This design comes from an exercise in tuning for small area, a short achievable clock period and few clock cycles per item on the open sky130 flow, not from production work.
At most, simulation tests tie the RTL to the original design; equivalence was not proved.

## run A
==> flow/design.v (excerpt) <==
module cxu_hexw (
    input  wire         clk,
    input  wire         rst,         
    input  wire         cmd_valid,
    output wire         cmd_ready,
    input  wire [1:0]   layout,      
    input  wire [127:0] x,           
    input  wire         pv,          
    input  wire [31:0]  prec,        
    input  wire [63:0]  first,
    input  wire [63:0]  last,
    output reg          mem_we,
    output wire [63:0]  mem_addr,
    output wire [7:0]   mem_wdata,
    input  wire         mem_ack,
    output reg          done,
    output wire [3:0]   status,
    output wire [63:0]  cursor
);
    localparam [1:0] S_IDLE = 2'd0;
    localparam [1:0] S_MEAS = 2'd1;      
    localparam [1:0] S_RND  = 2'd2;      
    localparam [1:0] S_EMIT = 2'd3;
    localparam [2:0] P_SIGN  = 3'd0;
    localparam [2:0] P_LEAD  = 3'd1;
    localparam [2:0] P_DOT   = 3'd2;
    localparam [2:0] P_FRAC  = 3'd3;
    localparam [2:0] P_P     = 3'd4;
    localparam [2:0] P_ESIGN = 3'd5;
    localparam [2:0] P_EXP   = 3'd6;
    function ge_k14;
        input [13:0] a;
        input [13:0] k;
        integer i;
        reg r;
        begin
            r = 1'b1;
            for (i = 0; i < 14; i = i + 1)
                r = k[i] ? (a[i] & r) : (a[i] | r);
            ge_k14 = r;
        end
    endfunction
    function ge_k15;
        input [14:0] a;
        input [14:0] k;
        integer i;
        reg r;
        begin
            r = 1'b1;
            for (i = 0; i < 15; i = i + 1)
                r = k[i] ? (a[i] & r) : (a[i] | r);
            ge_k15 = r;
        end
    endfunction
    function lt5;
        input [4:0] a;
        input [4:0] b;
        integer i;
        reg r;
        begin
            r = 1'b0;
            for (i = 0; i < 5; i = i + 1)
                r = (~a[i] & b[i]) | (~(a[i] ^ b[i]) & r);
            lt5 = r;
        end
    endfunction
    function [3:0] a3;
  ...
clock: 40.0 ns
lec_check: 0
abc_area: 1
cap_margin: 20
core_margin: 2
core_utilization: 55
gpl_timing_driven: 1
slew_margin: 20
tns_end_percent: 0
standard.sh (not shown) runs the stock make flow with config.mk's settings and CLKGATE_MAP_FILE= SYNTH_SCRIPT=/design/flow/synth_recipe.tcl, a recipe that flattens the netlist after the stock synthesis.
==> flow/flow/run.sh <==
#!/bin/bash
# The standard layout (standard.sh: ORFS synthesis through finish), with two changes
# to how the layout is made; the clock, I/O delays and loads are unchanged:
#  - the timing repair steps aim for a large setup slack, so they work towards a short
#    achieved period instead of stopping once the 40 ns clock is met;
#  - every input and output port still gets its own buffer, but a plain buf_1 rather than
#    the delay cell buffer_ports picks by default.
# The make output goes to standard.log; ORFS's per-step logs stay under orfs/logs.
set -euo pipefail
export SETUP_SLACK_MARGIN=31
export BUFFER_PORTS_ARGS="-buffer_cell sky130_fd_sc_hd__buf_1"
bash standard.sh > standard.log 2>&1
Testbench counts of run A, summed over its fixed seeds: cycles 54,901, items 3,200.
What run B does differently from run A at the input level:
Settings: a deleted GPL_TIMING_DRIVEN that had been 1; a change of CORE_UTILIZATION from 55 to 65.
[summary]
Run B: done, clean on timing, DRC and antenna
Number of nets in the layout: run B vs run A down 0.33%
Delta(minimum setup slack in the final design, run B - run A) < 0
Run B vs run A, count of buffers added by post-CTS timing repair for setup went down by 14.
| non-clock buffer contribution to total cell area | run B vs run A | 0.87 points lower |
Delta (run B minus run A): final non-filler cell area fell about 0.7%; floorplan die area decreased by 15% relative to the old numbers; fmax dropped about 0.7%.
Run B reports its highest routing layer actually used as met4 while run A reports met5.
Compared with run A, in run B fraction of area in multi-input gates moved up; signed area change from the synthesized netlist to the final layout moved down.
diff inputs: run B => run C
Settings: CORE_UTILIZATION now 55, was 65.
[summary]
Every stage of the flow completed for run C, and the final layout passed the timing, design-rule and antenna checks.
Summary of run C over run B: cell area reported after detailed placement has increased, die area has increased.
The beginning of the critical path comes out ad[29] in one run and ad[39] in the other, namely in run C and run B respectively.
Input changes introduced in run D (baseline for comparison: run C):
Settings: CTS_BUF_LIST newly set to sky130_fd_sc_hd__clkbuf_8.
==> run summary <==
Re period utilization: run D is 0.23 points up on run C. Area growth from synthesis to layout of run C is on par with run D. Reported for run D and run C, number of placed instances with taps included turned out identical to the last digit. As far as core utilization is concerned, run C and run D perform about the same. Final critical-path required period in run D vs run C: up 0.093 ns. Run D and run C ended up with nearly the same final area. Changes observed in run D relative to run C: actual transition at the worst max-transition pin increased by 0.0035 ns relative to the old numbers; setup clock skew after layout increased by 0.012 ns relative to the old numbers; final cell count increased by 0.98% relative to the old numbers.

cxu_hexw, a different RTL version from the one above (not shown whole).
For scale: ~320 flip-flops, roughly 440 I/O pins, ~0.025 sq mm of cells after synthesis.
==> flow/config.mk <==
export PLATFORM = sky130hd
export DESIGN_NAME = cxu_hexw
export DESIGN_NICKNAME = cxu_hexw
export VERILOG_FILES = /design/flow/design.v
export SDC_FILE = /design/flow/constraint.sdc
export NUM_CORES = 4
export LEC_CHECK = 0
export ABC_AREA = 1
export CAP_MARGIN = 20
export CORE_MARGIN = 2
export CORE_UTILIZATION = 55
export SLEW_MARGIN = 20
==> flow/constraint.sdc <==
create_clock -name core_clock -period 40.0 [get_ports {clk}]
set_input_delay 8.0000 -clock core_clock [delete_from_list [all_inputs] [get_ports {clk}]]
set_output_delay 8.0000 -clock core_clock [all_outputs]
set_load 0.01 [all_outputs]
==> flow/flow/run.sh <==
#!/bin/bash
# Standard layout, with the timing repair steps asked to aim for a large setup slack
# (the clock and I/O constraints are unchanged).
set -euo pipefail
export SETUP_SLACK_MARGIN=${MARGIN:-30}
bash standard.sh > standard.log 2>&1
Next try:
==> flow/run.sh (new file) <==
#!/bin/bash
# synth_recipe.tcl (not shown) runs the flow's synth.tcl, then flattens the netlist and writes it again
# the make line also repeats each setting of config.mk as NAME=value (left out here)
make -C /OpenROAD-flow-scripts/flow DESIGN_CONFIG=/design/flow/config.mk WORK_HOME=/design/flow/orfs CLKGATE_MAP_FILE= SYNTH_SCRIPT=/design/flow/synth_recipe.tcl finish
removed: flow/flow/run.sh
removed: flow/standard.sh
Effect: Synthesized area does not change; core utilization goes down by 2.0 points.
Function was not checked in any run of this note: the RTL went through the layout flow alone.

== run F ==
cxu_hexw with an RTL version that a note above also has.
Size: roughly 25000 um^2 of cells after synthesis.
Design cxu_hexw, start of the top module:
module cxu_hexw (
    input  wire         clk,
    input  wire         rst,         
    input  wire         cmd_valid,
    output wire         cmd_ready,
    input  wire [1:0]   layout,      
    input  wire [127:0] x,           
    input  wire         pv,          
    input  wire [31:0]  prec,        
    input  wire [63:0]  first,
    input  wire [63:0]  last,
    output reg          mem_we,
    output wire [63:0]  mem_addr,
    output wire [7:0]   mem_wdata,
    input  wire         mem_ack,
    output reg          done,
    output wire [3:0]   status,
    output wire [63:0]  cursor
);
export LEC_CHECK = 0
export ABC_AREA = 1
export CAP_MARGIN = 20
export CORE_MARGIN = 2
export CORE_UTILIZATION = 55
export SLEW_MARGIN = 20
export TNS_END_PERCENT = 0
create_clock -name core_clock -period 40.0 [get_ports {clk}]
==> flow/flow/run.sh <==
#!/bin/bash
# The standard layout (standard.sh: ORFS synthesis through finish), with two changes
# to how the layout is made; the clock, I/O delays and loads are unchanged:
#  - the timing repair steps aim for a large setup slack, so they work towards a short
#    achieved period instead of stopping once the 40 ns clock is met;
#  - every input and output port still gets its own buffer, but a plain buf_1 rather than
#    the delay cell buffer_ports picks by default.
# The make output goes to standard.log; ORFS's per-step logs stay under orfs/logs.
set -euo pipefail
export SETUP_SLACK_MARGIN=32
export BUFFER_PORTS_ARGS="-buffer_cell sky130_fd_sc_hd__buf_1"
bash standard.sh > standard.log 2>&1
Testbench counts of run F, summed over its fixed seeds: cycles 54,901, items 3,200.
Here is what was changed in the inputs of run Z compared with run F.
- putting CTS_BUF_LIST at sky130_fd_sc_hd__clkbuf_4 where nothing was set
-- flow/flow/run.sh --
<<< run F, line 10
export SETUP_SLACK_MARGIN=32
>>> run Z, line 10
export SETUP_SLACK_MARGIN=31
Register area across run F and run Z: no real change.
Worst hold slack after final layout: run Z worse than run F
Measured against each other, run F and run Z differ in clock insertion delay at the later pin of the skew report, the higher figure coming from run Z.
Looking at routing usage on met1, run Z sits 1.5 points below run F.
Layout overhead on the synthesized area (higher): run F
Where global-route wire length before repair is concerned, run F is outperformed by run Z.
Going from run F to run Z, maximum frequency -3.1%, non-clock buffer count in the final layout went down.

cxu_hexw, a different RTL version from the one above (not shown whole).
Size in the first run: ~3,200 cells after synthesis, roughly 440 I/O pins, about 25,000 um^2 of cells after synthesis.
Settings: LEC_CHECK=0, ABC_AREA=1, CAP_MARGIN=20, CORE_MARGIN=2, CORE_UTILIZATION=55, SLEW_MARGIN=20, TNS_END_PERCENT=0; clock period 40.0 ns.
==> flow/flow/run.sh <==
#!/bin/bash
# The standard layout (standard.sh: ORFS synthesis through finish), with two changes
# to how the layout is made; the clock, I/O delays and loads are unchanged:
#  - the timing repair steps aim for a large setup slack, so they work towards a short
#    achieved period instead of stopping once the 40 ns clock is met;
#  - every input and output port still gets its own buffer, but a plain buf_1 rather than
#    the delay cell buffer_ports picks by default.
# The make output goes to standard.log; ORFS's per-step logs stay under orfs/logs.
set -euo pipefail
export SETUP_SLACK_MARGIN=31
export BUFFER_PORTS_ARGS="-buffer_cell sky130_fd_sc_hd__buf_1"
bash standard.sh > standard.log 2>&1
Rerun with:
TNS_END_PERCENT = default   (was 0)
=>
- global-route usage climbs by 0.99 points
- hold slack improves by 0.010 ns
- cell count climbs slightly
- wire length climbs by a few percent
- worst setup slack degrades by 0.0075 ns
- critical path depth stays the same
Function was not checked in any run of this note: the RTL went through the layout flow alone.

what the ideal ports hide:
In the flow no input, the clock included, has a driving cell. The finished layouts below were timed again as built, in two steps.
Step 1: set_driving_cell puts a clkbuf_16 on clk and a buf_2 on each other input, an assumption about the parent block.
Step 2 moves the port delays by t, midway between the first and last clock arrival at a register: inputs arrive t later, outputs are due t later. That takes back most of the time a late clock gives input paths.
Slacks: no drivers / after step 1 / after step 2; pairs: no drivers / after step 1.
run	shift t [ns]	setup WS [ns]	worst register clock-pin slew, ns	pins driven straight from the clock port
run A	0.613	30.909 / 30.850 / 30.465	0.07 / 0.07	1
run B	0.611	30.843 / 30.786 / 30.348	0.07 / 0.07	1
run C	0.613	30.909 / 30.850 / 30.465	0.07 / 0.07	1
run D	0.701	30.816 / 30.759 / 30.441	0.07 / 0.07	1
the first run of note 2	0.621	30.144 / 30.158 / 29.537	0.07 / 0.07	1
the second run of note 2	0.608	28.144 / 28.144 / 28.144	0.07 / 0.07	1
run F	0.610	30.926 / 30.865 / 30.528	0.07 / 0.07	1
run Z	0.875	30.631 / 30.573 / 30.362	0.08 / 0.08	1
the first run of note 4	0.616	30.482 / 30.421 / 30.277	0.07 / 0.07	1
the second run of note 4	0.625	30.474 / 30.414 / 30.350	0.07 / 0.07	1
After both steps every run listed still meets setup and hold. The setup slack of the first run of note 2, which loses most, moves by +0.014 ns with the drivers and by -0.607 ns with both steps.
